What follows belongs to an exercise in optimizing a design on an open flow for small area, a short achievable clock period and few clock cycles per item; a production flow would make more cautious choices. The RTL was checked by simulation tests, not by an equivalence proof against the original design.

**design/flow/constraint.sdc**
```tcl
create_clock -name core_clock -period 35.0 [get_ports {clk}]
set_input_delay 7.0000 -clock core_clock [delete_from_list [all_inputs] [get_ports {clk}]]
set_output_delay 7.0000 -clock core_clock [all_outputs]
set_load 0.01 [all_outputs]
```
**design/flow/config.mk**
```make
export PLATFORM = sky130hd
export DESIGN_NAME = amf_rx
export DESIGN_NICKNAME = amf_rx
export VERILOG_FILES = /design/flow/design.v
export SDC_FILE = /design/flow/constraint.sdc
export NUM_CORES = 4
export LEC_CHECK = 0
export ABC_AREA = 1
export CAP_MARGIN = 20
export CORE_MARGIN = 2
export CORE_UTILIZATION = 40
export PLACE_DENSITY = 0.75
export SLEW_MARGIN = 20
```
**design/flow/design.v**
```verilog
module mul07_tree (input wire [23:0] ms, input wire sh, output wire [48:0] w);
    wire nsh = ~sh;
    wire t1 = ms[17] ^ ms[16];
    wire t2 = ms[17] & ms[16];
    wire t3 = ms[18] ^ ms[17] ^ ms[14];
    wire t4 = (ms[18] & ms[17]) | (ms[18] & ms[14]) | (ms[17] & ms[14]);
    wire t5 = ms[19] ^ ms[18] ^ ms[15];
    wire t6 = (ms[19] & ms[18]) | (ms[19] & ms[15]) | (ms[18] & ms[15]);
    wire t7 = ms[20] ^ ms[19] ^ ms[16];
    wire t8 = (ms[20] & ms[19]) | (ms[20] & ms[16]) | (ms[19] & ms[16]);
    wire t9 = ms[15] ^ ms[12];
    wire t10 = ms[15] & ms[12];
    wire t11 = ms[21] ^ ms[20] ^ ms[17];
    wire t12 = (ms[21] & ms[20]) | (ms[21] & ms[17]) | (ms[20] & ms[17]);
    wire t13 = ms[16] ^ ms[13] ^ ms[12];
    wire t14 = (ms[16] & ms[13]) | (ms[16] & ms[12]) | (ms[13] & ms[12]);
    wire t15 = ms[9] ^ ms[8];
    wire t16 = ms[9] & ms[8];
    wire t17 = ms[22] ^ ms[21] ^ ms[18];
    wire t18 = (ms[22] & ms[21]) | (ms[22] & ms[18]) | (ms[21] & ms[18]);
    wire t19 = ms[17] ^ ms[14] ^ ms[13];
    wire t20 = (ms[17] & ms[14]) | (ms[17] & ms[13]) | (ms[14] & ms[13]);
    wire t21 = ms[10] ^ ms[9] ^ ms[6];
    wire t22 = (ms[10] & ms[9]) | (ms[10] & ms[6]) | (ms[9] & ms[6]);
    wire t23 = ms[5] ^ ms[2];
    wire t24 = ms[5] & ms[2];
    wire t25 = ms[23] ^ ms[22] ^ ms[19];
    wire t26 = (ms[23] & ms[22]) | (ms[23] & ms[19]) | (ms[22] & ms[19]);
    wire t27 = ms[18] ^ ms[15] ^ ms[14];
    wire t28 = (ms[18] & ms[15]) | (ms[18] & ms[14]) | (ms[15] & ms[14]);
    wire t29 = ms[11] ^ ms[10] ^ ms[7];
    wire t30 = (ms[11] & ms[10]) | (ms[11] & ms[7]) | (ms[10] & ms[7]);
    wire t31 = ms[6] ^ ms[3] ^ ms[2];
    wire t32 = (ms[6] & ms[3]) | (ms[6] & ms[2]) | (ms[3] & ms[2]);
    wire t33 = ms[23] ^ ms[20] ^ ms[19];
    wire t34 = (ms[23] & ms[20]) | (ms[23] & ms[19]) | (ms[20] & ms[19]);
    wire t35 = ms[16] ^ ms[15] ^ ms[12];
    wire t36 = (ms[16] & ms[15]) | (ms[16] & ms[12]) | (ms[15] & ms[12]);
    wire t37 = ms[11] ^ ms[8] ^ ms[7];
    wire t38 = (ms[11] & ms[8]) | (ms[11] & ms[7]) | (ms[8] & ms[7]);
    wire t39 = ms[4] ^ ms[3];
    wire t40 = ms[4] & ms[3];
    wire t41 = ms[21] ^ ms[20] ^ ms[17];
    wire t42 = (ms[21] & ms[20]) | (ms[21] & ms[17]) | (ms[20] & ms[17]);
    wire t43 = ms[16] ^ ms[13] ^ ms[12];
    wire t44 = (ms[16] & ms[13]) | (ms[16] & ms[12]) | (ms[13] & ms[12]);
    wire t45 = ms[9] ^ ms[8] ^ ms[5];
    wire t46 = (ms[9] & ms[8]) | (ms[9] & ms[5]) | (ms[8] & ms[5]);
    wire t47 = ms[22] ^ ms[21] ^ ms[18];
    wire t48 = (ms[22] & ms[21]) | (ms[22] & ms[18]) | (ms[21] & ms[18]);
    wire t49 = ms[17] ^ ms[14] ^ ms[13];
    wire t50 = (ms[17] & ms[14]) | (ms[17] & ms[13]) | (ms[14] & ms[13]);
    wire t51 = ms[10] ^ ms[9];
    wire t52 = ms[10] & ms[9];
    wire t53 = ms[23] ^ ms[22] ^ ms[19];
    wire t54 = (ms[23] & ms[22]) | (ms[23] & ms[19]) | (ms[22] & ms[19]);
    wire t55 = ms[18] ^ ms[15] ^ ms[14];
    wire t56 = (ms[18] & ms[15]) | (ms[18] & ms[14]) | (ms[15] & ms[14]);
    wire t57 = ms[11] ^ ms[10];
    wire t58 = ms[11] & ms[10];
    wire t59 = ms[23] ^ ms[20] ^ ms[19];
    wire t60 = (ms[23] & ms[20]) | (ms[23] & ms[19]) | (ms[20] & ms[19]);
    wire t61 = ms[16] ^ ms[15] ^ ms[12];
    wire t62 = (ms[16] & ms[15]) | (ms[16] & ms[12]) | (ms[15] & ms[12]);
    wire t63 = ms[21] ^ ms[20] ^ ms[17];
    wire t64 = (ms[21] & ms[20]) | (ms[21] & ms[17]) | (ms[20] & ms[17]);
    wire t65 = ms[22] ^ ms[21];
    wire t66 = ms[22] & ms[21];
    wire t67 = ms[23] ^ ms[22];
    wire t68 = ms[23] & ms[22];
    wire t69 = ms[12] ^ ms[11];
    wire t70 = ms[12] & ms[11];
    wire t71 = ms[13] ^ ms[12] ^ ms[9];
    wire t72 = (ms[13] & ms[12]) | (ms[13] & ms[9]) | (ms[12] & ms[9]);
    wire t73 = ms[8] ^ ms[5];
    wire t74 = ms[8] & ms[5];
    wire t75 = ms[14] ^ ms[13] ^ ms[10];
    wire t76 = (ms[14] & ms[13]) | (ms[14] & ms[10]) | (ms[13] & ms[10]);
    wire t77 = ms[9] ^ ms[6] ^ ms[5];
    wire t78 = (ms[9] & ms[6]) | (ms[9] & ms[5]) | (ms[6] & ms[5]);
    wire t79 = ms[15] ^ ms[14] ^ ms[11];
    wire t80 = (ms[15] & ms[14]) | (ms[15] & ms[11]) | (ms[14] & ms[11]);
    wire t81 = ms[10] ^ ms[7] ^ ms[6];
    wire t82 = (ms[10] & ms[7]) | (ms[10] & ms[6]) | (ms[7] & ms[6]);
    wire t83 = ms[16] ^ ms[15] ^ ms[12];
    wire t84 = (ms[16] & ms[15]) | (ms[16] & ms[12]) | (ms[15] & ms[12]);
    wire t85 = ms[11] ^ ms[8] ^ ms[7];
    wire t86 = (ms[11] & ms[8]) | (ms[11] & ms[7]) | (ms[8] & ms[7]);
    wire t87 = ms[4] ^ ms[3];
    wire t88 = ms[4] & ms[3];
    wire t89 = ms[13] ^ ms[12] ^ ms[9];
    wire t90 = (ms[13] & ms[12]) | (ms[13] & ms[9]) | (ms[12] & ms[9]);
    wire t91 = ms[8] ^ ms[5] ^ ms[4];
    wire t92 = (ms[8] & ms[5]) | (ms[8] & ms[4]) | (ms[5] & ms[4]);
    wire t93 = ms[1] ^ ms[0] ^ t1;
    wire t94 = (ms[1] & ms[0]) | (ms[1] & t1) | (ms[0] & t1);
    wire t95 = ms[13] ^ ms[10] ^ ms[9];
    wire t96 = (ms[13] & ms[10]) | (ms[13] & ms[9]) | (ms[10] & ms[9]);
    wire t97 = ms[6] ^ ms[5] ^ ms[2];
    wire t98 = (ms[6] & ms[5]) | (ms[6] & ms[2]) | (ms[5] & ms[2]);
    wire t99 = ms[1] ^ t2 ^ t3;
    wire t100 = (ms[1] & t2) | (ms[1] & t3) | (t2 & t3);
    wire t101 = ms[14] ^ ms[11] ^ ms[10];
    wire t102 = (ms[14] & ms[11]) | (ms[14] & ms[10]) | (ms[11] & ms[10]);
    wire t103 = ms[7] ^ ms[6] ^ ms[3];
    wire t104 = (ms[7] & ms[6]) | (ms[7] & ms[3]) | (ms[6] & ms[3]);
    wire t105 = ms[2] ^ t4 ^ t5;
    wire t106 = (ms[2] & t4) | (ms[2] & t5) | (t4 & t5);
    wire t107 = ms[11] ^ ms[8] ^ ms[7];
    wire t108 = (ms[11] & ms[8]) | (ms[11] & ms[7]) | (ms[8] & ms[7]);
    wire t109 = ms[4] ^ ms[3] ^ ms[0];
    wire t110 = (ms[4] & ms[3]) | (ms[4] & ms[0]) | (ms[3] & ms[0]);
    wire t111 = t6 ^ t7 ^ t9;
    wire t112 = (t6 & t7) | (t6 & t9) | (t7 & t9);
    wire t113 = ms[5] ^ ms[4] ^ ms[1];
    wire t114 = (ms[5] & ms[4]) | (ms[5] & ms[1]) | (ms[4] & ms[1]);
    wire t115 = ms[0] ^ t8 ^ t10;
    wire t116 = (ms[0] & t8) | (ms[0] & t10) | (t8 & t10);
    wire t117 = t11 ^ t13 ^ t15;
    wire t118 = (t11 & t13) | (t11 & t15) | (t13 & t15);
    wire t119 = ms[1] ^ 1'b1 ^ t12;
    wire t120 = (ms[1] & 1'b1) | (ms[1] & t12) | (1'b1 & t12);
    wire t121 = t14 ^ t16 ^ t17;
    wire t122 = (t14 & t16) | (t14 & t17) | (t16 & t17);
    wire t123 = t19 ^ t21 ^ t23;
    wire t124 = (t19 & t21) | (t19 & t23) | (t21 & t23);
    wire t125 = ms[0] ^ t18 ^ t20;
    wire t126 = (ms[0] & t18) | (ms[0] & t20) | (t18 & t20);
    wire t127 = t22 ^ t24 ^ t25;
    wire t128 = (t22 & t24) | (t22 & t25) | (t24 & t25);
    wire t129 = t27 ^ t29 ^ t31;
    wire t130 = (t27 & t29) | (t27 & t31) | (t29 & t31);
    wire t131 = ms[1] ^ t26 ^ t28;
    wire t132 = (ms[1] & t26) | (ms[1] & t28) | (t26 & t28);
    wire t133 = t30 ^ t32 ^ t33;
    wire t134 = (t30 & t32) | (t30 & t33) | (t32 & t33);
    wire t135 = t35 ^ t37 ^ t39;
    wire t136 = (t35 & t37) | (t35 & t39) | (t37 & t39);
    wire t137 = ms[4] ^ ms[2] ^ t34;
    wire t138 = (ms[4] & ms[2]) | (ms[4] & t34) | (ms[2] & t34);
    wire t139 = t36 ^ t38 ^ t40;
    wire t140 = (t36 & t38) | (t36 & t40) | (t38 & t40);
    wire t141 = t41 ^ t43 ^ t45;
    wire t142 = (t41 & t43) | (t41 & t45) | (t43 & t45);
    wire t143 = ms[6] ^ ms[5] ^ ms[3];
    wire t144 = (ms[6] & ms[5]) | (ms[6] & ms[3]) | (ms[5] & ms[3]);
    wire t145 = t42 ^ t44 ^ t46;
    wire t146 = (t42 & t44) | (t42 & t46) | (t44 & t46);
    wire t147 = t47 ^ t49 ^ t51;
    wire t148 = (t47 & t49) | (t47 & t51) | (t49 & t51);
    wire t149 = ms[7] ^ ms[6] ^ ms[4];
    wire t150 = (ms[7] & ms[6]) | (ms[7] & ms[4]) | (ms[6] & ms[4]);
    wire t151 = t48 ^ t50 ^ t52;
    wire t152 = (t48 & t50) | (t48 & t52) | (t50 & t52);
    wire t153 = t53 ^ t55 ^ t57;
    wire t154 = (t53 & t55) | (t53 & t57) | (t55 & t57);
    wire t155 = ms[11] ^ ms[8] ^ ms[7];
    wire t156 = (ms[11] & ms[8]) | (ms[11] & ms[7]) | (ms[8] & ms[7]);
    wire t157 = ms[5] ^ t54 ^ t56;
    wire t158 = (ms[5] & t54) | (ms[5] & t56) | (t54 & t56);
    wire t159 = t58 ^ t59 ^ t61;
    wire t160 = (t58 & t59) | (t58 & t61) | (t59 & t61);
    wire t161 = ms[16] ^ ms[13] ^ ms[12];
    wire t162 = (ms[16] & ms[13]) | (ms[16] & ms[12]) | (ms[13] & ms[12]);
    wire t163 = ms[9] ^ ms[8] ^ ms[6];
    wire t164 = (ms[9] & ms[8]) | (ms[9] & ms[6]) | (ms[8] & ms[6]);
    wire t165 = t60 ^ t62 ^ t63;
    wire t166 = (t60 & t62) | (t60 & t63) | (t62 & t63);
    wire t167 = ms[18] ^ ms[17] ^ ms[14];
    wire t168 = (ms[18] & ms[17]) | (ms[18] & ms[14]) | (ms[17] & ms[14]);
    wire t169 = ms[13] ^ ms[10] ^ ms[9];
    wire t170 = (ms[13] & ms[10]) | (ms[13] & ms[9]) | (ms[10] & ms[9]);
    wire t171 = ms[7] ^ t64 ^ t65;
    wire t172 = (ms[7] & t64) | (ms[7] & t65) | (t64 & t65);
    wire t173 = ms[19] ^ ms[18] ^ ms[15];
    wire t174 = (ms[19] & ms[18]) | (ms[19] & ms[15]) | (ms[18] & ms[15]);
    wire t175 = ms[14] ^ ms[11] ^ ms[10];
    wire t176 = (ms[14] & ms[11]) | (ms[14] & ms[10]) | (ms[11] & ms[10]);
    wire t177 = ms[8] ^ t66 ^ t67;
    wire t178 = (ms[8] & t66) | (ms[8] & t67) | (t66 & t67);
    wire t179 = ms[23] ^ ms[20] ^ ms[19];
    wire t180 = (ms[23] & ms[20]) | (ms[23] & ms[19]) | (ms[20] & ms[19]);
    wire t181 = ms[16] ^ ms[15] ^ ms[12];
    wire t182 = (ms[16] & ms[15]) | (ms[16] & ms[12]) | (ms[15] & ms[12]);
    wire t183 = ms[11] ^ ms[9] ^ t68;
    wire t184 = (ms[11] & ms[9]) | (ms[11] & t68) | (ms[9] & t68);
    wire t185 = ms[21] ^ ms[20] ^ ms[17];
    wire t186 = (ms[21] & ms[20]) | (ms[21] & ms[17]) | (ms[20] & ms[17]);
    wire t187 = ms[16] ^ ms[13] ^ ms[12];
    wire t188 = (ms[16] & ms[13]) | (ms[16] & ms[12]) | (ms[13] & ms[12]);
    wire t189 = ms[22] ^ ms[21] ^ ms[18];
    wire t190 = (ms[22] & ms[21]) | (ms[22] & ms[18]) | (ms[21] & ms[18]);
    wire t191 = ms[17] ^ ms[14];
    wire t192 = ms[17] & ms[14];
    wire t193 = ms[23] ^ ms[22] ^ ms[19];
    wire t194 = (ms[23] & ms[22]) | (ms[23] & ms[19]) | (ms[22] & ms[19]);
    wire t195 = ms[18] ^ ms[15];
    wire t196 = ms[18] & ms[15];
    wire t197 = ms[23] ^ ms[20] ^ ms[19];
    wire t198 = (ms[23] & ms[20]) | (ms[23] & ms[19]) | (ms[20] & ms[19]);
    wire t199 = ms[8] ^ ms[7];
    wire t200 = ms[8] & ms[7];
    wire t201 = ms[9] ^ ms[8] ^ ms[5];
    wire t202 = (ms[9] & ms[8]) | (ms[9] & ms[5]) | (ms[8] & ms[5]);
    wire t203 = ms[4] ^ ms[1];
    wire t204 = ms[4] & ms[1];
    wire t205 = ms[10] ^ ms[9] ^ ms[6];
    wire t206 = (ms[10] & ms[9]) | (ms[10] & ms[6]) | (ms[9] & ms[6]);
    wire t207 = ms[5] ^ ms[2] ^ ms[1];
    wire t208 = (ms[5] & ms[2]) | (ms[5] & ms[1]) | (ms[2] & ms[1]);
    wire t209 = ms[11] ^ ms[10] ^ ms[7];
    wire t210 = (ms[11] & ms[10]) | (ms[11] & ms[7]) | (ms[10] & ms[7]);
    wire t211 = ms[6] ^ ms[3] ^ ms[2];
    wire t212 = (ms[6] & ms[3]) | (ms[6] & ms[2]) | (ms[3] & ms[2]);
    wire t213 = ms[8] ^ ms[7] ^ ms[4];
    wire t214 = (ms[8] & ms[7]) | (ms[8] & ms[4]) | (ms[7] & ms[4]);
    wire t215 = ms[3] ^ ms[0] ^ t69;
    wire t216 = (ms[3] & ms[0]) | (ms[3] & t69) | (ms[0] & t69);
    wire t217 = ms[4] ^ ms[1] ^ ms[0];
    wire t218 = (ms[4] & ms[1]) | (ms[4] & ms[0]) | (ms[1] & ms[0]);
    wire t219 = t70 ^ t71 ^ t73;
    wire t220 = (t70 & t71) | (t70 & t73) | (t71 & t73);
    wire t221 = ms[2] ^ ms[1] ^ t72;
    wire t222 = (ms[2] & ms[1]) | (ms[2] & t72) | (ms[1] & t72);
    wire t223 = t74 ^ t75 ^ t77;
    wire t224 = (t74 & t75) | (t74 & t77) | (t75 & t77);
    wire t225 = ms[3] ^ ms[2] ^ t76;
    wire t226 = (ms[3] & ms[2]) | (ms[3] & t76) | (ms[2] & t76);
    wire t227 = t78 ^ t79 ^ t81;
    wire t228 = (t78 & t79) | (t78 & t81) | (t79 & t81);
    wire t229 = ms[0] ^ t80 ^ t82;
    wire t230 = (ms[0] & t80) | (ms[0] & t82) | (t80 & t82);
    wire t231 = t83 ^ t85 ^ t87;
    wire t232 = (t83 & t85) | (t83 & t87) | (t85 & t87);
    wire t233 = t84 ^ t86 ^ t88;
    wire t234 = (t84 & t86) | (t84 & t88) | (t86 & t88);
    wire t235 = t89 ^ t91 ^ t93;
    wire t236 = (t89 & t91) | (t89 & t93) | (t91 & t93);
    wire t237 = t90 ^ t92 ^ t94;
    wire t238 = (t90 & t92) | (t90 & t94) | (t92 & t94);
    wire t239 = t95 ^ t97 ^ t99;
    wire t240 = (t95 & t97) | (t95 & t99) | (t97 & t99);
    wire t241 = t96 ^ t98 ^ t100;
    wire t242 = (t96 & t98) | (t96 & t100) | (t98 & t100);
    wire t243 = t101 ^ t103 ^ t105;
    wire t244 = (t101 & t103) | (t101 & t105) | (t103 & t105);
    wire t245 = t102 ^ t104 ^ t106;
    wire t246 = (t102 & t104) | (t102 & t106) | (t104 & t106);
    wire t247 = t107 ^ t109 ^ t111;
    wire t248 = (t107 & t109) | (t107 & t111) | (t109 & t111);
    wire t249 = t108 ^ t110 ^ t112;
    wire t250 = (t108 & t110) | (t108 & t112) | (t110 & t112);
    wire t251 = t113 ^ t115 ^ t117;
    wire t252 = (t113 & t115) | (t113 & t117) | (t115 & t117);
    wire t253 = t114 ^ t116 ^ t118;
    wire t254 = (t114 & t116) | (t114 & t118) | (t116 & t118);
    wire t255 = t119 ^ t121 ^ t123;
    wire t256 = (t119 & t121) | (t119 & t123) | (t121 & t123);
    wire t257 = t120 ^ t122 ^ t124;
    wire t258 = (t120 & t122) | (t120 & t124) | (t122 & t124);
    wire t259 = t125 ^ t127 ^ t129;
    wire t260 = (t125 & t127) | (t125 & t129) | (t127 & t129);
    wire t261 = t126 ^ t128 ^ t130;
    wire t262 = (t126 & t128) | (t126 & t130) | (t128 & t130);
    wire t263 = t131 ^ t133 ^ t135;
    wire t264 = (t131 & t133) | (t131 & t135) | (t133 & t135);
    wire t265 = t132 ^ t134 ^ t136;
    wire t266 = (t132 & t134) | (t132 & t136) | (t134 & t136);
    wire t267 = t137 ^ t139 ^ t141;
    wire t268 = (t137 & t139) | (t137 & t141) | (t139 & t141);
    wire t269 = t138 ^ t140 ^ t142;
    wire t270 = (t138 & t140) | (t138 & t142) | (t140 & t142);
    wire t271 = t143 ^ t145 ^ t147;
    wire t272 = (t143 & t145) | (t143 & t147) | (t145 & t147);
    wire t273 = t144 ^ t146 ^ t148;
    wire t274 = (t144 & t146) | (t144 & t148) | (t146 & t148);
    wire t275 = t149 ^ t151 ^ t153;
    wire t276 = (t149 & t151) | (t149 & t153) | (t151 & t153);
    wire t277 = t150 ^ t152 ^ t154;
    wire t278 = (t150 & t152) | (t150 & t154) | (t152 & t154);
    wire t279 = t155 ^ t157 ^ t159;
    wire t280 = (t155 & t157) | (t155 & t159) | (t157 & t159);
    wire t281 = t156 ^ t158 ^ t160;
    wire t282 = (t156 & t158) | (t156 & t160) | (t158 & t160);
    wire t283 = t161 ^ t163 ^ t165;
    wire t284 = (t161 & t163) | (t161 & t165) | (t163 & t165);
    wire t285 = t162 ^ t164 ^ t166;
    wire t286 = (t162 & t164) | (t162 & t166) | (t164 & t166);
    wire t287 = t167 ^ t169 ^ t171;
    wire t288 = (t167 & t169) | (t167 & t171) | (t169 & t171);
    wire t289 = t168 ^ t170 ^ t172;
    wire t290 = (t168 & t170) | (t168 & t172) | (t170 & t172);
    wire t291 = t173 ^ t175 ^ t177;
    wire t292 = (t173 & t175) | (t173 & t177) | (t175 & t177);
    wire t293 = t174 ^ t176 ^ t178;
    wire t294 = (t174 & t176) | (t174 & t178) | (t176 & t178);
    wire t295 = t179 ^ t181 ^ t183;
    wire t296 = (t179 & t181) | (t179 & t183) | (t181 & t183);
    wire t297 = ms[10] ^ t180 ^ t182;
    wire t298 = (ms[10] & t180) | (ms[10] & t182) | (t180 & t182);
    wire t299 = t184 ^ t185 ^ t187;
    wire t300 = (t184 & t185) | (t184 & t187) | (t185 & t187);
    wire t301 = ms[13] ^ ms[11] ^ t186;
    wire t302 = (ms[13] & ms[11]) | (ms[13] & t186) | (ms[11] & t186);
    wire t303 = t188 ^ t189 ^ t191;
    wire t304 = (t188 & t189) | (t188 & t191) | (t189 & t191);
    wire t305 = ms[14] ^ ms[12] ^ t190;
    wire t306 = (ms[14] & ms[12]) | (ms[14] & t190) | (ms[12] & t190);
    wire t307 = t192 ^ t193 ^ t195;
    wire t308 = (t192 & t193) | (t192 & t195) | (t193 & t195);
    wire t309 = ms[16] ^ ms[15] ^ ms[13];
    wire t310 = (ms[16] & ms[15]) | (ms[16] & ms[13]) | (ms[15] & ms[13]);
    wire t311 = t194 ^ t196 ^ t197;
    wire t312 = (t194 & t196) | (t194 & t197) | (t196 & t197);
    wire t313 = ms[21] ^ ms[20] ^ ms[17];
    wire t314 = (ms[21] & ms[20]) | (ms[21] & ms[17]) | (ms[20] & ms[17]);
    wire t315 = ms[16] ^ ms[14] ^ t198;
    wire t316 = (ms[16] & ms[14]) | (ms[16] & t198) | (ms[14] & t198);
    wire t317 = ms[22] ^ ms[21] ^ ms[18];
    wire t318 = (ms[22] & ms[21]) | (ms[22] & ms[18]) | (ms[21] & ms[18]);
    wire t319 = ms[17] ^ ms[15];
    wire t320 = ms[17] & ms[15];
    wire t321 = ms[23] ^ ms[22] ^ ms[19];
    wire t322 = (ms[23] & ms[22]) | (ms[23] & ms[19]) | (ms[22] & ms[19]);
    wire t323 = ms[18] ^ ms[16];
    wire t324 = ms[18] & ms[16];
    wire t325 = ms[23] ^ ms[20] ^ ms[19];
    wire t326 = (ms[23] & ms[20]) | (ms[23] & ms[19]) | (ms[20] & ms[19]);
    wire t327 = ms[5] ^ ms[4];
    wire t328 = ms[5] & ms[4];
    wire t329 = ms[6] ^ ms[5] ^ ms[2];
    wire t330 = (ms[6] & ms[5]) | (ms[6] & ms[2]) | (ms[5] & ms[2]);
    wire t331 = ms[7] ^ ms[6] ^ ms[3];
    wire t332 = (ms[7] & ms[6]) | (ms[7] & ms[3]) | (ms[6] & ms[3]);
    wire t333 = ms[4] ^ ms[3] ^ ms[0];
    wire t334 = (ms[4] & ms[3]) | (ms[4] & ms[0]) | (ms[3] & ms[0]);
    wire t335 = ms[0] ^ t200 ^ t201;
    wire t336 = (ms[0] & t200) | (ms[0] & t201) | (t200 & t201);
    wire t337 = t202 ^ t204 ^ t205;
    wire t338 = (t202 & t204) | (t202 & t205) | (t204 & t205);
    wire t339 = t206 ^ t208 ^ t209;
    wire t340 = (t206 & t208) | (t206 & t209) | (t208 & t209);
    wire t341 = t210 ^ t212 ^ t213;
    wire t342 = (t210 & t212) | (t210 & t213) | (t212 & t213);
    wire t343 = t214 ^ t216 ^ t217;
    wire t344 = (t214 & t216) | (t214 & t217) | (t216 & t217);
    wire t345 = t218 ^ t220 ^ t221;
    wire t346 = (t218 & t220) | (t218 & t221) | (t220 & t221);
    wire t347 = t222 ^ t224 ^ t225;
    wire t348 = (t222 & t224) | (t222 & t225) | (t224 & t225);
    wire t349 = t226 ^ t228 ^ t229;
    wire t350 = (t226 & t228) | (t226 & t229) | (t228 & t229);
    wire t351 = t230 ^ t232 ^ t233;
    wire t352 = (t230 & t232) | (t230 & t233) | (t232 & t233);
    wire t353 = t234 ^ t236 ^ t237;
    wire t354 = (t234 & t236) | (t234 & t237) | (t236 & t237);
    wire t355 = t238 ^ t240 ^ t241;
    wire t356 = (t238 & t240) | (t238 & t241) | (t240 & t241);
    wire t357 = t242 ^ t244 ^ t245;
    wire t358 = (t242 & t244) | (t242 & t245) | (t244 & t245);
    wire t359 = t246 ^ t248 ^ t249;
    wire t360 = (t246 & t248) | (t246 & t249) | (t248 & t249);
    wire t361 = t250 ^ t252 ^ t253;
    wire t362 = (t250 & t252) | (t250 & t253) | (t252 & t253);
    wire t363 = t254 ^ t256 ^ t257;
    wire t364 = (t254 & t256) | (t254 & t257) | (t256 & t257);
    wire t365 = t258 ^ t260 ^ t261;
    wire t366 = (t258 & t260) | (t258 & t261) | (t260 & t261);
    wire t367 = t262 ^ t264 ^ t265;
    wire t368 = (t262 & t264) | (t262 & t265) | (t264 & t265);
    wire t369 = t266 ^ t268 ^ t269;
    wire t370 = (t266 & t268) | (t266 & t269) | (t268 & t269);
    wire t371 = t270 ^ t272 ^ t273;
    wire t372 = (t270 & t272) | (t270 & t273) | (t272 & t273);
    wire t373 = t274 ^ t276 ^ t277;
    wire t374 = (t274 & t276) | (t274 & t277) | (t276 & t277);
    wire t375 = t278 ^ t280 ^ t281;
    wire t376 = (t278 & t280) | (t278 & t281) | (t280 & t281);
    wire t377 = t282 ^ t284 ^ t285;
    wire t378 = (t282 & t284) | (t282 & t285) | (t284 & t285);
    wire t379 = t286 ^ t288 ^ t289;
    wire t380 = (t286 & t288) | (t286 & t289) | (t288 & t289);
    wire t381 = t290 ^ t292 ^ t293;
    wire t382 = (t290 & t292) | (t290 & t293) | (t292 & t293);
    wire t383 = t294 ^ t296 ^ t297;
    wire t384 = (t294 & t296) | (t294 & t297) | (t296 & t297);
    wire t385 = t298 ^ t300 ^ t301;
    wire t386 = (t298 & t300) | (t298 & t301) | (t300 & t301);
    wire t387 = t302 ^ t304 ^ t305;
    wire t388 = (t302 & t304) | (t302 & t305) | (t304 & t305);
    wire t389 = t306 ^ t308 ^ t309;
    wire t390 = (t306 & t308) | (t306 & t309) | (t308 & t309);
    wire t391 = t310 ^ t312 ^ t313;
    wire t392 = (t310 & t312) | (t310 & t313) | (t312 & t313);
    wire t393 = t314 ^ t316 ^ t317;
    wire t394 = (t314 & t316) | (t314 & t317) | (t316 & t317);
    wire t395 = t318 ^ t320 ^ t321;
    wire t396 = (t318 & t320) | (t318 & t321) | (t320 & t321);
    wire t397 = ms[17] ^ t322 ^ t324;
    wire t398 = (ms[17] & t322) | (ms[17] & t324) | (t322 & t324);
    wire t399 = ms[21] ^ ms[20] ^ ms[18];
    wire t400 = (ms[21] & ms[20]) | (ms[21] & ms[18]) | (ms[20] & ms[18]);
    wire t401 = ms[22] ^ ms[21];
    wire t402 = ms[22] & ms[21];
    wire t403 = ms[23] ^ ms[22];
    wire t404 = ms[23] & ms[22];
    wire t405 = ms[4] ^ ms[3];
    wire t406 = ms[4] & ms[3];
    wire t407 = ms[1] ^ ms[0] ^ t327;
    wire t408 = (ms[1] & ms[0]) | (ms[1] & t327) | (ms[0] & t327);
    wire t409 = ms[1] ^ t328 ^ t329;
    wire t410 = (ms[1] & t328) | (ms[1] & t329) | (t328 & t329);
    wire t411 = ms[2] ^ t330 ^ t331;
    wire t412 = (ms[2] & t330) | (ms[2] & t331) | (t330 & t331);
    wire t413 = t199 ^ t332 ^ t333;
    wire t414 = (t199 & t332) | (t199 & t333) | (t332 & t333);
    wire t415 = t203 ^ t334 ^ t335;
    wire t416 = (t203 & t334) | (t203 & t335) | (t334 & t335);
    wire t417 = t207 ^ t336 ^ t337;
    wire t418 = (t207 & t336) | (t207 & t337) | (t336 & t337);
    wire t419 = t211 ^ t338 ^ t339;
    wire t420 = (t211 & t338) | (t211 & t339) | (t338 & t339);
    wire t421 = t215 ^ t340 ^ t341;
    wire t422 = (t215 & t340) | (t215 & t341) | (t340 & t341);
    wire t423 = t219 ^ t342 ^ t343;
    wire t424 = (t219 & t342) | (t219 & t343) | (t342 & t343);
    wire t425 = t223 ^ t344 ^ t345;
    wire t426 = (t223 & t344) | (t223 & t345) | (t344 & t345);
    wire t427 = t227 ^ t346 ^ t347;
    wire t428 = (t227 & t346) | (t227 & t347) | (t346 & t347);
    wire t429 = t231 ^ t348 ^ t349;
    wire t430 = (t231 & t348) | (t231 & t349) | (t348 & t349);
    wire t431 = t235 ^ t350 ^ t351;
    wire t432 = (t235 & t350) | (t235 & t351) | (t350 & t351);
    wire t433 = t239 ^ t352 ^ t353;
    wire t434 = (t239 & t352) | (t239 & t353) | (t352 & t353);
    wire t435 = t243 ^ t354 ^ t355;
    wire t436 = (t243 & t354) | (t243 & t355) | (t354 & t355);
    wire t437 = t247 ^ t356 ^ t357;
    wire t438 = (t247 & t356) | (t247 & t357) | (t356 & t357);
    wire t439 = t251 ^ t358 ^ t359;
    wire t440 = (t251 & t358) | (t251 & t359) | (t358 & t359);
    wire t441 = t255 ^ t360 ^ t361;
    wire t442 = (t255 & t360) | (t255 & t361) | (t360 & t361);
    wire t443 = t259 ^ t362 ^ t363;
    wire t444 = (t259 & t362) | (t259 & t363) | (t362 & t363);
    wire t445 = t263 ^ t364 ^ t365;
    wire t446 = (t263 & t364) | (t263 & t365) | (t364 & t365);
    wire t447 = t267 ^ t366 ^ t367;
    wire t448 = (t267 & t366) | (t267 & t367) | (t366 & t367);
    wire t449 = t271 ^ t368 ^ t369;
    wire t450 = (t271 & t368) | (t271 & t369) | (t368 & t369);
    wire t451 = t275 ^ t370 ^ t371;
    wire t452 = (t275 & t370) | (t275 & t371) | (t370 & t371);
    wire t453 = t279 ^ t372 ^ t373;
    wire t454 = (t279 & t372) | (t279 & t373) | (t372 & t373);
    wire t455 = t283 ^ t374 ^ t375;
    wire t456 = (t283 & t374) | (t283 & t375) | (t374 & t375);
    wire t457 = t287 ^ t376 ^ t377;
    wire t458 = (t287 & t376) | (t287 & t377) | (t376 & t377);
    wire t459 = t291 ^ t378 ^ t379;
    wire t460 = (t291 & t378) | (t291 & t379) | (t378 & t379);
    wire t461 = t295 ^ t380 ^ t381;
    wire t462 = (t295 & t380) | (t295 & t381) | (t380 & t381);
    wire t463 = t299 ^ t382 ^ t383;
    wire t464 = (t299 & t382) | (t299 & t383) | (t382 & t383);
    wire t465 = t303 ^ t384 ^ t385;
    wire t466 = (t303 & t384) | (t303 & t385) | (t384 & t385);
    wire t467 = t307 ^ t386 ^ t387;
    wire t468 = (t307 & t386) | (t307 & t387) | (t386 & t387);
    wire t469 = t311 ^ t388 ^ t389;
    wire t470 = (t311 & t388) | (t311 & t389) | (t388 & t389);
    wire t471 = t315 ^ t390 ^ t391;
    wire t472 = (t315 & t390) | (t315 & t391) | (t390 & t391);
    wire t473 = t319 ^ t392 ^ t393;
    wire t474 = (t319 & t392) | (t319 & t393) | (t392 & t393);
    wire t475 = t323 ^ t394 ^ t395;
    wire t476 = (t323 & t394) | (t323 & t395) | (t394 & t395);
    wire t477 = t325 ^ t396 ^ t397;
    wire t478 = (t325 & t396) | (t325 & t397) | (t396 & t397);
    wire t479 = t326 ^ t398 ^ t399;
    wire t480 = (t326 & t398) | (t326 & t399) | (t398 & t399);
    wire t481 = ms[19] ^ t400 ^ t401;
    wire t482 = (ms[19] & t400) | (ms[19] & t401) | (t400 & t401);
    wire t483 = ms[20] ^ t402 ^ t403;
    wire t484 = (ms[20] & t402) | (ms[20] & t403) | (t402 & t403);
    wire t485 = ms[23] ^ ms[21] ^ t404;
    wire t486 = (ms[23] & ms[21]) | (ms[23] & t404) | (ms[21] & t404);
    wire t487 = t440 ^ t441 ^ nsh;
    wire t488 = (t440 & t441) | (t440 & nsh) | (t441 & nsh);
    wire t489 = t442 ^ t443;
    wire t490 = t442 & t443;
    wire t491 = t444 ^ t445;
    wire t492 = t444 & t445;
    wire t493 = t446 ^ t447;
    wire t494 = t446 & t447;
    wire t495 = t448 ^ t449;
    wire t496 = t448 & t449;
    wire t497 = t450 ^ t451;
    wire t498 = t450 & t451;
    wire t499 = t452 ^ t453;
    wire t500 = t452 & t453;
    wire t501 = t454 ^ t455;
    wire t502 = t454 & t455;
    wire t503 = t456 ^ t457;
    wire t504 = t456 & t457;
    wire t505 = t458 ^ t459;
    wire t506 = t458 & t459;
    wire t507 = t460 ^ t461;
    wire t508 = t460 & t461;
    wire t509 = t462 ^ t463;
    wire t510 = t462 & t463;
    wire t511 = t464 ^ t465;
    wire t512 = t464 & t465;
    wire t513 = t466 ^ t467;
    wire t514 = t466 & t467;
    wire t515 = t468 ^ t469;
    wire t516 = t468 & t469;
    wire t517 = t470 ^ t471;
    wire t518 = t470 & t471;
    wire t519 = t472 ^ t473;
    wire t520 = t472 & t473;
    wire t521 = t474 ^ t475;
    wire t522 = t474 & t475;
    wire t523 = t476 ^ t477;
    wire t524 = t476 & t477;
    wire t525 = t478 ^ t479;
    wire t526 = t478 & t479;
    wire t527 = t480 ^ t481;
    wire t528 = t480 & t481;
    wire t529 = t482 ^ t483;
    wire t530 = t482 & t483;
    wire t531 = t484 ^ t485;
    wire t532 = t484 & t485;
    wire t533 = ms[22] ^ t486;
    wire t534 = ms[22] & t486;
    wire [48:0] ra = {1'b0, 1'b0, t534, t532, t530, t528, t526, t524, t522, t520, t518, t516, t514, t512, t510, t508, t506, t504, t502, t500, t498, t496, t494, t492, t490, t488, t487, t438, t436, t434, t432, t430, t428, t426, t424, t422, t420, t418, t416, t414, t412, t410, t408, t406, ms[0], ms[3], ms[2], ms[1], ms[0]};
    wire [48:0] rb = {1'b0, 1'b0, ms[23], t533, t531, t529, t527, t525, t523, t521, t519, t517, t515, t513, t511, t509, t507, t505, t503, t501, t499, t497, t495, t493, t491, t489, 1'b0, t439, t437, t435, t433, t431, t429, t427, t425, t423, t421, t419, t417, t415, t413, t411, t409, t407, t405, ms[2], ms[1], ms[0], 1'b0};
    assign w = ra + rb;
endmodule
module filt_step (
    input  wire [30:0] s,
    input  wire        hs,        
    input  wire [7:0]  te,
    input  wire [23:0] tm,
    output wire [30:0] y,
    output wire        hy         
);
    wire [7:0]  es  = s[30:23];
    wire [23:0] ms  = {hs, s[22:0]};
    wire        big = es > 8'd1;
    wire        p47 = ms >= 24'hB6DB6E;         
    wire        sh  = big & ~p47;               
    wire [48:0] w;
    mul07_tree u_tree (.ms(ms), .sh(sh), .w(w));
    wire [7:0]  esf = big ? es : 8'd1;
    wire [7:0]  eh  = esf - {7'd0, sh};
    wire        hge = eh >= te;
    wire [24:0] mh  = sh ? w[47:23] : w[48:24];    
    wire [7:0]  da  = eh - te;
    wire        fa  = da > 8'd27;
    wire [27:0] tx  = {1'b0, tm, 3'b000};
    wire [27:0] ts  = tx >> da[4:0];
    wire        tl  = fa ? (|tm) : (|(tx & ~(28'hFFFFFFF << da[4:0])));
    wire [27:0] tz  = fa ? {27'd0, tl} : {ts[27:1], ts[0] | tl};
    wire [7:0]  db  = te - esf + 8'd1;
    wire        fb  = db > 8'd28;
    wire [28:0] hx  = {w[48:24], w[23] & sh, 3'b000};
    wire [28:0] hsh = hx >> db[4:0];
    wire        hl  = fb ? (|hx) : (|(hx & ~(29'h1FFFFFFF << db[4:0])));
    wire [27:0] hz  = fb ? {27'd0, hl} : {hsh[27:1], hsh[0] | hl};
    wire [24:0] xa  = hge ? mh : {1'b0, tm};
    wire [27:0] zb  = hge ? tz : hz;
    wire [7:0]  ex  = hge ? eh : te;
    wire [2:0]  low = zb[2:0];
    wire [24:0] zh  = zb[27:3];
    wire [25:0] ya  = {1'b0, xa} + {1'b0, zh};
    wire [26:0] yc  = {1'b0, xa, 1'b1} + {1'b0, zh, 1'b1};
    wire [25:0] yb  = yc[26:1];                 
    wire        ovf = ya[24];
    wire        inc0 = low[2] & (low[1] | low[0] | ya[0]);
    wire        inc1 = ya[0] & ((|low) | ya[1]);
    wire [24:0] m0  = inc0 ? yb[24:0] : ya[24:0];
    wire [24:0] m1  = inc1 ? yb[25:1] : ya[25:1];
    wire [24:0] mn  = ovf ? m1 : m0;
    wire [24:0] px  = xa ^ zh;
    wire        ro0 = inc0 & (&px[23:0]) & ~px[24];
    wire        ro1 = inc1 & (&px[24:0]);
    wire [7:0]  exm = ex - 8'd1;
    wire [7:0]  ex1 = ex + 8'd1;
    wire [7:0]  ex2 = ex + 8'd2;
    wire        sub = (ex == 8'd1);
    wire [7:0]  ey0 = ro0 ? ex1 : ((sub & ~m0[23]) ? exm : ex);
    wire [7:0]  ey1 = ro1 ? ex2 : ex1;
    wire [7:0]  ey  = ovf ? ey1 : ey0;
    assign y  = {ey, mn[22:0]};
    assign hy = ~sub | ovf | m0[24] | m0[23];
endmodule
module mul03_pre (
    input  wire [30:0] x,
    output wire [25:0] mx2,
    output wire [7:0]  er
);
    wire [7:0]  ex  = x[30:23];
    wire [23:0] mx  = {ex != 8'd0, x[22:0]};
    wire        q47 = mx >= 24'hD55555;         
    wire        lo  = ex < 8'd2;
    wire        e2  = ex == 8'd2;
    assign mx2 = lo ? {2'b00, mx} : (e2 | q47) ? {1'b0, mx, 1'b0} : {mx, 2'b00};
    assign er  = (lo | e2) ? 8'd1 : (q47 ? ex - 8'd1 : ex - 8'd2);
endmodule
module mul03 (
    input  wire [25:0] mx2,
    input  wire [7:0]  er,
    output wire [7:0]  e,
    output wire [23:0] m
);
    wire [29:0] b9  = {4'd0, mx2} + {1'b0, mx2, 3'b000};
    wire [33:0] b153 = {4'd0, b9} + {b9, 4'd0};
    wire [49:0] q   = {16'd0, b153} + {8'd0, b153, 8'd0} + {b153, 16'd0} + {24'd0, mx2};
    wire [23:0] mt  = q[48:25];
    wire        g   = q[24];
    wire        st  = |mx2[22:0];                 
    wire        inc = g & (st | mt[0]);
    wire [24:0] mr  = {1'b0, mt} + {24'd0, inc};
    assign m = mr[24] ? 24'h800000 : mr[23:0];
    assign e = mr[24] ? er + 8'd1 : er;
endmodule
module amf_rx (
    input  wire        clk,
    input  wire        rst,
    input  wire        in_valid,
    output wire        in_ready,
    input  wire [31:0] sample,
    output reg         frm_valid,
    output wire [63:0] frm_payload,
    output reg         frm_crc_ok
);
    assign in_ready = 1'b1;
    reg        m_valid;
    reg [25:0] m_x2;             
    reg [7:0]  m_er;             
    wire [25:0] x2_next;
    wire [7:0]  er_next;
    mul03_pre u_pre (.x(sample[30:0]), .mx2(x2_next), .er(er_next));
    always @(posedge clk) begin
        m_valid <= in_valid & ~rst;
        m_x2    <= x2_next;
        m_er    <= er_next;
    end
    reg        t_valid;
    reg [7:0]  t_e;
    reg [23:0] t_m;
    wire [7:0]  te_next;
    wire [23:0] tm_next;
    mul03 u_new (.mx2(m_x2), .er(m_er), .e(te_next), .m(tm_next));
    always @(posedge clk) begin
        t_valid <= m_valid & ~rst;
        t_e     <= te_next;
        t_m     <= tm_next;
    end
    reg  [30:0] smoothed;
    reg         smoothed_h;      
    wire        smoothed_h_next;
    reg  [4:0]  decim_count;
    reg         fwd_valid;
    wire [30:0] smoothed_next;
    filt_step u_filt (.s(smoothed), .hs(smoothed_h), .te(t_e), .tm(t_m),
                      .y(smoothed_next), .hy(smoothed_h_next));
    always @(posedge clk) begin
        if (rst) begin
            smoothed    <= 31'd0;
            smoothed_h  <= 1'b0;
            decim_count <= 5'd0;
            fwd_valid   <= 1'b0;
        end else begin
            fwd_valid <= t_valid && decim_count == 5'd16;
            if (t_valid) begin
                smoothed    <= smoothed_next;
                smoothed_h  <= smoothed_h_next;
                decim_count <= (decim_count == 5'd16) ? 5'd0 : decim_count + 5'd1;
            end
        end
    end
    wire        chip_valid;
    wire        chip;
    peak_ser u_peak (.clk(clk), .rst(rst), .start(fwd_valid), .v(smoothed),
                     .chip(chip), .chip_valid(chip_valid));
    localparam [1:0] LOW_A = 2'd0, LOW_B = 2'd1, HIGH_A = 2'd2, HIGH_B = 2'd3;
    localparam [15:0] X48A = 16'h807B;    
    localparam [11:0] X48Q = 12'h913;     
    reg        last_chip;
    reg  [2:0] since_edge;
    reg  [1:0] phase;
    reg [47:0] frame;           
    reg  [3:0] ones;            
    reg [15:0] rem_a;           
    reg [11:0] rem_q;           
    wire [2:0] since_next = (chip != last_chip) ? 3'd1 : since_edge + 3'd1;
    wire       mid_bit    = (since_next == 3'd4);
    wire       emit       = chip_valid && mid_bit && phase[0];
    wire       d          = phase[1];
    wire       match      = ~frame[47] && (ones == 4'd15);
    reg [1:0] phase_next;
    always @* begin
        case (phase)
            LOW_A:   phase_next = chip ? HIGH_B : LOW_A;
            LOW_B:   phase_next = chip ? HIGH_A : LOW_A;
            HIGH_A:  phase_next = chip ? HIGH_A : LOW_B;
            default: phase_next = chip ? HIGH_A : LOW_A;
        endcase
    end
    wire [16:0] ra  = {rem_a, d};
    wire [15:0] ra1 = (ra[16] ? ra[15:0] ^ 16'h8005 : ra[15:0]) ^ (frame[47] ? X48A : 16'd0);
    wire [12:0] rq  = {rem_q, d};
    wire [11:0] rq1 = (rq[12] ? rq[11:0] ^ 12'h805 : rq[11:0]) ^ (frame[47] ? X48Q : 12'd0);
    wire [3:0]  brand = frame[46:43];
    wire        crc_next = (brand == 4'd2 || brand == 4'd10) ? (rq1 == 12'd0 && frame[2:0] == 3'd0 && ~d)
                                                           : (ra1 == 16'd0);
    always @(posedge clk) begin
        if (rst) begin
            last_chip  <= 1'b0;
            since_edge <= 3'd0;
            phase      <= LOW_A;
        end else if (chip_valid) begin
            last_chip  <= chip;
            since_edge <= since_next;
            if (mid_bit)
                phase <= phase_next;
        end
    end
    always @(posedge clk) begin
        if (rst || frm_valid) begin
            frame     <= 48'd0;
            ones      <= 4'd0;
            rem_a     <= 16'd0;
            rem_q     <= 12'd0;
            frm_valid <= 1'b0;
        end else if (emit) begin
            frame     <= {frame[46:0], d};
            ones      <= frame[47] ? ones + {3'd0, ones != 4'd15} : 4'd0;
            rem_a     <= ra1;
            rem_q     <= rq1;
            frm_valid <= match;
        end
    end
    always @(posedge clk)
        frm_crc_ok <= crc_next;
    assign frm_payload = {16'hFFFE, frame};
endmodule
module peak_ser (
    input  wire        clk,
    input  wire        rst,
    input  wire        start,
    input  wire [30:0] v,
    output reg         chip,
    output reg         chip_valid
);
    localparam [25:0] FLOOR = 26'hAAAAAB;       
    localparam [25:0] ONE   = 26'h2000000;
    reg  [25:0] ook_max;        
    reg  [25:0] cr;             
    reg         busy;
    reg  [3:0]  cnt;
    reg         vsmall, c_ge_f, c_gt_q, dhi, fl, thi;
    reg         bo;             
    reg         gt;             
    reg  [1:0]  zc;             
    reg         zz;             
    wire [7:0]  ve = v[30:23];
    wire [25:0] c  = (ve >= 8'd127) ? ONE :
                     (ve == 8'd126) ? {1'b0, 1'b1, v[22:0], 1'b0} :
                                      {2'b00, 1'b1, v[22:0]};
    wire        first = cnt == 4'd0;
    wire [25:0] delta = dhi ? 26'd3356 : 26'd3355;
    wire [1:0]  dk    = delta[{cnt, 1'b0} +: 2];
    wire [2:0]  dt    = {1'b0, ook_max[1:0]} - {1'b0, dk} - {2'b00, bo};
    wire [1:0]  dd    = dt[1:0];
    wire [1:0]  cc    = cr[1:0];
    wire        gt_n  = (cc > dd) | ((cc == dd) & gt);
    wire [1:0]  z4c   = first ? 2'b00 : cr[25:24];
    wire        dprev = ~first & ook_max[25];
    wire [1:0]  znd   = ~dd;
    wire [1:0]  zn2d  = {~dd[0], ~dprev};
    wire [1:0]  zk    = thi ? (first ? 2'b10 : 2'b11) : 2'b00;
    wire [3:0]  zs    = {2'b00, z4c} + {2'b00, znd} + {2'b00, zn2d} + {2'b00, zk} + {2'b00, zc};
    wire [3:0]  zt    = {2'b00, cr[25:24]} + 4'd3 + {2'b00, 1'b1, ~ook_max[25]} + {2'b00, thi, thi} + {2'b00, zc};
    wire        zsign = zt[2] ^ thi;           
    wire [2:0]  ztop  = {zsign, zt[1:0]};
    wire        zeq   = zz & (ztop == 3'd0);
    wire        zpos  = ~zsign & ~zeq;
    wire        gt_d  = zpos | (zeq & (thi ? cr[1] : cr[0]));
    wire        take  = ~vsmall & (fl ? c_ge_f : gt);
    wire        chp   = take | (~vsmall & (fl ? c_gt_q : gt_d));
    always @(posedge clk) begin
        if (rst) begin
            ook_max    <= FLOOR;
            busy       <= 1'b0;
            chip_valid <= 1'b0;
        end else begin
            chip_valid <= 1'b0;
            if (start) begin
                busy   <= 1'b1;
                cnt    <= 4'd0;
                cr     <= c;
                vsmall <= ve < 8'd125;
                c_ge_f <= c >= FLOOR;
                c_gt_q <= c > 26'h800000;      
                dhi    <= ook_max >= 26'd16780572;    
                fl     <= ook_max < 26'd11188166;     
                thi    <= ook_max >= 26'd22372978;    
                bo     <= 1'b0;
                gt     <= 1'b0;
                zc     <= 2'd0;
                zz     <= 1'b1;
            end else if (busy) begin
                if (cnt != 4'd13) begin
                    cnt     <= cnt + 4'd1;
                    cr      <= {cr[1:0], cr[25:2]};
                    ook_max <= {dd, ook_max[25:2]};
                    bo      <= dt[2];
                    gt      <= gt_n;
                    zc      <= zs[3:2];
                    zz      <= zz & (zs[1:0] == 2'd0);
                end else begin
                    busy       <= 1'b0;
                    chip       <= chp;
                    chip_valid <= 1'b1;
                    ook_max    <= take ? cr : (fl ? FLOOR : ook_max);
                end
            end
        end
    end
endmodule
```
**design/flow/standard.sh**
```bash
#!/bin/bash
# synth_recipe.tcl (not shown) runs the flow's synth.tcl, then flattens the netlist and writes it again
# the make line also repeats each setting of config.mk as NAME=value (left out here)
make -C /OpenROAD-flow-scripts/flow DESIGN_CONFIG=/design/flow/config.mk WORK_HOME=/design/flow/orfs CLKGATE_MAP_FILE= SYNTH_SCRIPT=/design/flow/synth_recipe.tcl "${@:-finish}"
```
**design/flow/flow/run.sh**
```bash
#!/bin/bash
# The standard layout, with two changes to how it is made:
#  - Yosys's synth runs without its early ABC pass (SYNTH_ARGS=-noabc), so
#    that the full adders are found before the logic is remapped and do not
#    need inverters around them; the final ABC mapping is unchanged;
#  - repair_timing is asked for extra setup slack so that the gates on the
#    filter loop are sized for speed.
# The SDC (clock period, I/O delays) is the standard flow's own and is not touched.
set -euo pipefail
export SETUP_SLACK_MARGIN=26
export MAKEFLAGS="SYNTH_ARGS=-noabc"
bash standard.sh > standard.log 2>&1
```
==> results.txt, run 1 <==
Final Util - 0.458
Post-Syn Area - 34400 sq um
IO Port Bufs - 83
final setup TNS - 0 ns
Final setup viols - 0
hold slack final - 0.425 ns
CP bufs+invs - 3
Tightest Pin Transition - 0.857 ns
CTS Hold Bufs - 0
Hold Crit Depth - 2
DP HPWL - 85500 um
Hold Path Origin - m_valid
wire length of the first global-routing pass - 170000 um
biggest area consumer among synthesized cells - dfxtp_1
Cells after DPL - 6143
number of synthesized flops with an enable pin - 42
clock skew - 0.0211 ns
RR Endpoint - smoothed[8]
gpl congestion - 1.03
clk root buf - clkbuf_16
Routed Antenna Nets - 0
routed vias/inst - 5.51
via count - 34500
Non-Filler Cell Area, Final - 39000 sq um
Synth Register Bits - 264
WL per Instance - 17.4 um
post-place setup slack - 24.31 ns
top cell type's share of synthesized area - 0.129
die height - 297 um
ys async rst share - 0
share of cells above drive strength 1 - 0.0928
clock buffer depth - 3
pin count of the biggest net entering global routing - 80
synth warn - 2
CP Class - input pin to register
WP data required - 35.42 ns
TritonCTS clock tree - yes
normalized max-slew margin - 0.427
Post-DP Area - 36200 sq um
Most used DFF post-synth - dfxtp_1
CP Launch Point - sample[29]
Post-Synth XOR/XNOR Area - 0.0590
total track usage - 0.234
1st-iter DRT viols - 3212
synth-to-layout area growth - 13.4%
RSZ-0062 raised after global routing - no
Mean Syn Cell Area - 6.84 sq um
final non-filler cell total - 6261
post-synthesis cell count - 5030
grt ovf - 0
row count - 107
Clk Latency, worst-skew pair - 0.58 ns
Slowest cell on crit path - clkdlybuf4s50_1
CP max stage delay - 0.54 ns
hold crit path type - register to register
crit path DAT - 9.34 ns
I/O Pins - 102
final max-slew violation count - 0
Hold EP - t_valid
Adder-Cell Fraction of Synth Area - 0.239
WP depth - 12
Synth Area in Simple Gates - 0.256
period utilization - 0.255
die area - 88300 sq um
post-synthesis cell type count - 78
die width - 297 um
Initial DRT Pass Iterations - 8
CP Launch Type - input pin
worst path cell trace - clkdlybuf4s50_1 -> nor3_4 -> nand2_2 -> nand4_1 -> o32ai_1 -> a21oi_1 -> nand2_2 -> nor2_4 -> buf_4 -> clkinvlp_4 -> o21ai_0 -> o21ai_0
initial antenna violation count - 2
Num CTS Buffers - 27
clk slew on worst S/H paths - 0.06 ns
register area share after synthesis - 0.166
CTS H-tree depth - 1
worst flop-to-flop path startpoint - smoothed[8]
vias in the first global route - 32300
largest family of logic cells by synthesized area - simple AND/OR/NAND/NOR gates
Setup crit end kind - register
Sink Count - 264
multiplexer area fraction after synthesis - 0.00233
final WL - 109000 um
Final min period - 8.92 ns
Achievable Freq - 112 MHz
Initial Util - 0.404
R2R setup slack - 26.17 ns
R2R cell count - 42
crit path max fanout - 6
Compound-Gate Fraction of Synth Area - 0.183
# DRC - 0
Final Hold Viols - 0
NumNets Final - 5662
CP delay by family, top - buffers and inverters
Placeable Area - 85100 sq um
Max Cap Viol - 0
status - no timing/DRC/antenna violations
Area contributors post-synth - dfxtp_1 (13%), fa_1 (12%), ha_1 (12%)
post-route setup slack - 26.08 ns
layout make-up:
cell class	count	area (sq um)
tap	1144	1430
timing repair buffer	177	1680
inverter	670	2540
multi-input combinational	3948	26700
fill	8551	46100
sequential	264	5770
clock buffer	42	787
timing repair inverter	8	55.1
antenna	1	2.50
clock inverter	7	86.3
layout by cell type (no fill, tap or decap), types with 77 or more instances in the layout:
cell,count
clkdlybuf4s50_1,77
nand3_1,291
ha_1,286
o21ai_0,414
fa_1,193
nor2_1,444
nand2_1,1054
inv_1,623
xor2_1,129
buf_4,79
dfxtp_1,199
a21oi_1,377
layer usage:
layer / wire length [um] / vias to the layer above / global-route usage
li1: - / 16800 / -
met1: 46400 / 16000 / 0.310
met2: 50500 / 1361 / 0.393
met3: 7320 / 286 / 0.0248
met4: 4670 / 4 / 0.0815
met5: 26 / - / 0
cells by family after synthesis:
kind of cell             count (synthesis)
buffers and inverters                  834
adder cells (fa/ha/maj)                531
AO/OA/AOI/OAI                         1104
other                                    2
multiplexers                             8
flip-flops                             264
XOR/XNOR                               221
AND/OR/NAND/NOR                       2066
synthesized netlist by cell type, types with 14 or more instances:
| library cell | instances |
|---|---|
| ha_1 | 322 |
| a22oi_1 | 15 |
| clkbuf_1 | 98 |
| a21o_1 | 14 |
| inv_2 | 32 |
| nand4_1 | 69 |
| dfxtp_1 | 222 |
| buf_4 | 24 |
| fa_1 | 209 |
| o21a_1 | 16 |
| o21ai_0 | 430 |
| buf_1 | 26 |
| nor3_1 | 52 |
| nor4_1 | 29 |
| nand2_2 | 20 |
| a31oi_1 | 34 |
| o211ai_1 | 37 |
| xor2_1 | 149 |
| o221ai_1 | 19 |
| inv_1 | 631 |
| nor2_1 | 465 |
| edfxtp_1 | 42 |
| xnor2_1 | 64 |
| o21ai_1 | 42 |
| a21oi_1 | 400 |
| nand3_1 | 294 |
| nand2_1 | 1067 |
sequential cells by signal, indices dropped and copies added, names as in the netlist, 12 cells and up:
name	cells
u_peak.ook_max	26
rem_a	16
smoothed	31
rem_q	12
u_peak.cr	26
m_x2	26
t_m	24
frame	48
worst min-delay path: cells and delay by family, from the launching register on:
kind                   cells  cell delay, ns
buffers and inverters      1            0.04
DFF                        1            0.29
and+or+nand+nor            1            0.05
repair_timing:
item / CTS / global route
endpoints found under the setup margin: 87 / 87
resized for setup: 91 / 211
cloned: 8 / 1
pin swaps: 4 / 39
endpoints found under the hold margin: 0 / 0
buffers inserted: 7 / 51
worst max-delay path by stage:
stage	end	slack, ns
5_1_grt	t_e[5]	25.87
4_1_cts	smoothed_h	25.99
6_report	m_x2[19]	26.08
2_1_floorplan	m_x2[14]	26.17
3_3_place_gp	m_x2[20]	24.38
3_5_place_dp	m_x2[20]	24.31
Testbench counts, summed over its fixed seeds: cycles 882,746, items 882,746.
==> inputs of run 2 (changes only) <==
--- a/design/flow/config.mk
+++ b/design/flow/config.mk
@@ -11,3 +11,3 @@
 export CORE_UTILIZATION = 40
-export PLACE_DENSITY = 0.75
+export GPL_ROUTABILITY_DRIVEN = 0
 export SLEW_MARGIN = 20
==> run 2 against run 1 <==
  * Still clean on timing, DRC and antenna
  * Clock skew shrank 0.0023 ns
  * Final area grew 0.74%
  * Non-clock buffer count grew 4
  * Sequential share of layout area shrank 0.13 points
  * Flip-flop and latch count is the same
  * Clock-buffer cell count shrank 1
  * Register-to-register slack gained 0.21 ns
  * Hold slack lost 0.018 ns
  * Core utilization grew 0.34 points
  * Critical endpoint unchanged
==> results.txt, run 2 <==
status - no timing/DRC/antenna violations
Final setup viols - 0
Max Cap Viol - 0
wire length of the first global-routing pass - 170000 um
Clk Latency, worst-skew pair - 0.58 ns
CP Class - input pin to register
clock skew - 0.0187 ns
Final Hold Viols - 0
Post-DP Area - 36300 sq um
Initial Util - 0.404
WL per Instance - 17.2 um
top-count cell post-synth - nand2_1
Non-Filler Cell Area, Final - 39300 sq um
clk root buf - clkbuf_16
R2R setup slack - 26.38 ns
Largest register FFs - 48
Post-synth top cells - nand2_1 (1067), inv_1 (631), nor2_1 (465)
normalized max-slew margin - 0.423
crit path max fanout - 7
# DRC - 0
Area contributors post-synth - dfxtp_1 (13%), fa_1 (12%), ha_1 (12%)
Sink Count - 264
1st-iter DRT viols - 2864
CTS Hold Bufs - 0
vias in the first global route - 31400
biggest area consumer among synthesized cells - dfxtp_1
Most used DFF post-synth - dfxtp_1
NumNets Final - 5668
final WL - 108000 um
final non-filler cell total - 6269
number of synthesized flops with an enable pin - 42
Synth Register Bits - 264
synth warn - 2
CP Launch Type - input pin
Initial DRT Pass Iterations - 6
die area - 88300 sq um
pin count of the biggest net entering global routing - 83
final max-slew violation count - 0
Post-Syn Area - 34400 sq um
Fill cells - 8766
via count - 33600
grt ovf - 0
Cells after DPL - 6143
register area share after synthesis - 0.166
Mean Syn Cell Area - 6.84 sq um
CTS H-tree depth - 1
die width - 297 um
initial antenna violation count - 0
final setup TNS - 0 ns
clk slew on worst S/H paths - 0.06 ns
Placeable Area - 85100 sq um
Reg with most FFs - frame
Setup crit end kind - register
WP data required - 35.47 ns
most frequent cells in the layout - nand2_1 (1047), inv_1 (621), nor2_1 (445)
synth-to-layout area growth - 14.3%
DP HPWL - 85800 um
I/O Pins - 102
Achievable Freq - 113 MHz
top cell type's share of synthesized area - 0.129
IO Port Bufs - 83
TritonCTS clock tree - yes
hold crit path type - register to register
crit path DAT - 9.34 ns
post-synthesis cell count - 5030
Final min period - 8.86 ns
total track usage - 0.235
commonest non-fill, non-tap cell in the layout - nand2_1
RSZ-0062 raised after global routing - yes
ANT cells - 0
clock buffer depth - 3
Final Util - 0.462
Tightest Pin Transition - 0.863 ns
Routed Antenna Nets - 0
post-synthesis cell type count - 78
Largest regs - frame: 48 flops, smoothed: 31 flops
die height - 297 um
ys async rst share - 0
Num CTS Buffers - 29
routed vias/inst - 5.36
period utilization - 0.253
row count - 107
share of cells above drive strength 1 - 0.0980
run 2: path summary, 6_finish.rpt:
check,endpoint,depth (start not counted),start
setup / recovery,m_x2[19],15,sample[28]
hold / removal,t_valid,2,m_valid
setup reg to reg,smoothed[16],41,smoothed[6]
hold reg to reg,t_valid,2,m_valid
run 2: cell families (layout without fill, tap and decap cells):
family | after synthesis | count (layout) | synth area share
AND/OR/NAND/NOR | 2066 | 2066 | 0.256
AO/OA/AOI/OAI | 1104 | 1104 | 0.183
buffers and inverters | 834 | 913 | 0.0949
adder cells (fa/ha/maj) | 531 | 531 | 0.239
flip-flops | 264 | 264 | 0.166
XOR/XNOR | 221 | 221 | 0.0590
multiplexers | 8 | 8 | 0.00233
other | 2 | 18 | 0.000218
run 2: what timing repair did:
item | CTS | global route
buffers inserted | 14 | 49
pin swaps | 9 | 43
gates cloned | 6 | 3
setup endpoints to repair | 85 | 82
resized for setup | 91 | 222
run 2: worst max-delay path: stages:
cell and delay (ns):
clkdlybuf4s50_1 0.47, nor2_2 0.17, inv_1 0.08, nor3_4 0.15, nand2_1 0.11, nand4_1 0.11
nor3_1 0.07, a21oi_1 0.17, nand2_2 0.12, nor2_4 0.15, buf_6 0.19, clkinvlp_4 0.20
a21oi_1 0.15, o21ai_0 0.08, o21ai_0 0.10
run 2: layer usage:
metal  part of all wire  track usage  up-vias
li1                   -            -    16800
met1               0.45        0.325    15600
met2               0.47        0.389      994
met3              0.054       0.0212      192
met4              0.031       0.0676        0
met5                  0            0        -
run 2: cell type report:
class                      instances  area, sq um  share of cell area
clock buffer                      41          873              0.0222
inverter                         670         2540              0.0646
multi-input combinational       3948        26800               0.682
tap                             1144         1430              0.0364
timing repair inverter             8         57.6             0.00146
sequential                       264         5760               0.147
clock inverter                    13          146             0.00372
timing repair buffer             181         1700              0.0432
run 2: per-stage QoR:
stage | worst slack, ns | hold slack, ns
final | 26.14 | 0.407
after global routing | 25.88 | 0.463
after CTS | 26.00 | 0.410
after detailed placement | 24.72 | 0.401
after global placement | 24.78 | 0.398
after floorplan | 26.17 | 0.388
==> inputs of run 3 (changes only) <==
--- a/design/flow/flow/run.sh
+++ b/design/flow/flow/run.sh
@@ -9,3 +9,3 @@
 set -euo pipefail
-export SETUP_SLACK_MARGIN=26
+export SETUP_SLACK_MARGIN=25.8
 export MAKEFLAGS="SYNTH_ARGS=-noabc"
--- a/design/flow/config.mk
+++ b/design/flow/config.mk
@@ -11,3 +11,2 @@
 export CORE_UTILIZATION = 40
-export GPL_ROUTABILITY_DRIVEN = 0
 export SLEW_MARGIN = 20
==> run 3 against run 2 <==
  * Global-route usage increased by 0.35 points
  * Worst setup slack got worse by 0.13 ns
  * Sequential share of layout area rose by 0.24 points
  * Critical path depth decreased by 14
  * Core utilization decreased by 0.79 points
  * Die area unchanged
  * Hold slack improved by 0.0051 ns
  * Critical endpoint is now frm_payload[47]
==> results.txt, run 3 <==
Sink Count - 264
Multi-input gate area - 26400 sq um
crit path DAT - 1.99 ns
clock buffer depth - 3
Post-Syn Area - 34400 sq um
final setup TNS - 0 ns
# DRC - 0
CP Launch Type - register
RSZ-0062 raised after global routing - yes
Setup crit end kind - output pin
final max-slew violation count - 0
pin count of the biggest net entering global routing - 83
Initial Util - 0.404
synth-to-layout area growth - 12.3%
CTS H-tree depth - 1
Fill cells - 8867
CP Class - register to output pin
CP delay by family, top - flip-flops
IO Port Bufs - 83
gpl congestion - 0.987
post-synthesis cell count - 5030
clk slew on worst S/H paths - 0.06 ns
FF/Latch Area - 5760 sq um
I/O Pins - 102
commonest non-fill, non-tap cell in the layout - nand2_1
Initial DRT Pass Iterations - 6
Placeable Area - 85100 sq um
Most used DFF post-synth - dfxtp_1
CTS Hold Bufs - 0
post-synthesis cell type count - 78
Routed Antenna Nets - 0
vias in the first global route - 31600
Final Hold Viols - 0
Largest regs - frame: 48 flops, smoothed: 31 flops
period utilization - 0.257
hold crit path type - register to register
1st-iter DRT viols - 2682
Largest register FFs - 48
Max Cap Viol - 0
biggest area consumer among synthesized cells - dfxtp_1
synth warn - 2
Slowest cell on crit path - dfxtp_1
wire length of the first global-routing pass - 172000 um
WL per Instance - 17.6 um
top cell type's share of synthesized area - 0.129
die width - 297 um
die area - 88300 sq um
Clk Latency, worst-skew pair - 0.59 ns
worst path cell trace - clkdlybuf4s50_1
clock skew - 0.00940 ns
initial antenna violation count - 0
Area contributors post-synth - dfxtp_1 (13%), fa_1 (12%), ha_1 (12%)
Achievable Freq - 111 MHz
number of synthesized flops with an enable pin - 42
clk root buf - clkbuf_16
Synth Register Bits - 264
total track usage - 0.238
Num CTS Buffers - 30
routed vias/inst - 5.39
Reg with most FFs - frame
Tightest Pin Transition - 0.911 ns
final WL - 110000 um
TritonCTS clock tree - yes
most frequent cells in the layout - nand2_1 (1054), inv_1 (628), nor2_1 (452)
register area share after synthesis - 0.166
ys async rst share - 0
ANT cells - 0
Final min period - 8.99 ns
Final setup viols - 0
Final Util - 0.454
Post-synth top cells - nand2_1 (1067), inv_1 (631), nor2_1 (465)
WP data required - 28.00 ns
status - no timing/DRC/antenna violations
Mean Syn Cell Area - 6.84 sq um
row count - 107
via count - 33700
normalized max-slew margin - 0.386
hold slack final - 0.412 ns
DP HPWL - 88100 um
CP bufs+invs - 1
grt ovf - 0
crit path max fanout - 12
die height - 297 um
share of cells above drive strength 1 - 0.0823
CP max stage delay - 0.74 ns
top-count cell post-synth - nand2_1
NumNets Final - 5644
run 3: tightest hold or removal path, delay by kind of cell, from the launching register on:
family / cells / cell delay, ns
buf+inv: 1 / 0.04
simple gates: 1 / 0.03
flops: 1 / 0.30
run 3: worst paths after layout:
kind | start | endpoint | slack, ns | depth (start not counted)
setup reg to reg | smoothed[22] | smoothed[9] | 26.24 | 41
hold / removal | m_valid | t_valid | 0.41 | 2
setup / recovery | frame[47] | frm_payload[47] | 26.01 | 1
hold reg to reg | m_valid | t_valid | 0.41 | 2
run 3: timing repair:
action	CTS	global route
endpoints found under the setup margin	75	79
resized for setup	62	159
cloned	3	4
setup buffers	10	28
pin swaps	8	27
run 3: kinds of logic after synthesis:
group,after synthesis,share of synthesized area
mux,8,0.00233
flops,264,0.166
other cells,2,0.000218
buf+inv,834,0.0949
compound gates,1104,0.183
fa+ha+maj,531,0.239
simple gates,2066,0.256
xor+xnor,221,0.0590
run 3: routing by layer:
layer	GRT usage	up-vias	share of wire
met5	0	-	0
met4	0.0833	0	0.036
met3	0.0176	210	0.043
met2	0.403	912	0.47
met1	0.320	15800	0.45
li1	-	16800	-
run 3: final cells by class:
cell class	count	share of cell area
multi-input cells	3948	0.684
flip-flops and latches	264	0.149
inverters	670	0.0654
repair buffers	158	0.0379
well taps	1144	0.0371
clock buffers	37	0.0211
clock inverters	19	0.00398
repair inverters	6	0.00117
run 3: through the flow:
stage | setup slack (ns) | std cells | area, sq um
after floorplan | 26.17 | 5046 | 34500
after global placement | 24.82 | 6145 | 36300
after detailed placement | 24.81 | 6145 | 36300
after CTS | 25.80 | 6214 | 37500
after global routing | 25.72 | 6246 | 38600
final | 26.01 | 6246 | 38600

## re-timing with driven ports
The flow's constraints put no driver on any port. The routed layouts listed below were extracted and timed again, unchanged, in two steps.
Step 1 assumes that a clkbuf_16 drives the clock port and a buf_2 every other input.
Step 2, shift: input delay + t, output delay - t, t = (earliest + latest rising clock arrival at the registers) / 2. This alone moves slack from input paths to output paths.
Three values: ideal, step 1, step 2; two values: the first two.
| run | shift t [ns] | setup WS [ns] | worst slew at a driven data input, ns |
|---|---|---|---|
| run 1 | 0.627 | 26.076 / 26.106 / 25.479 | 0.07 |
| run 2 | 0.631 | 26.139 / 26.169 / 25.539 | 0.05 |
| run 3 | 0.637 | 26.008 / 25.954 / 25.416 | 0.06 |
After both steps setup and hold are still met in every run listed. The setup slack of run 2, which loses most, moves by +0.030 ns with the drivers and by -0.600 ns with both steps.
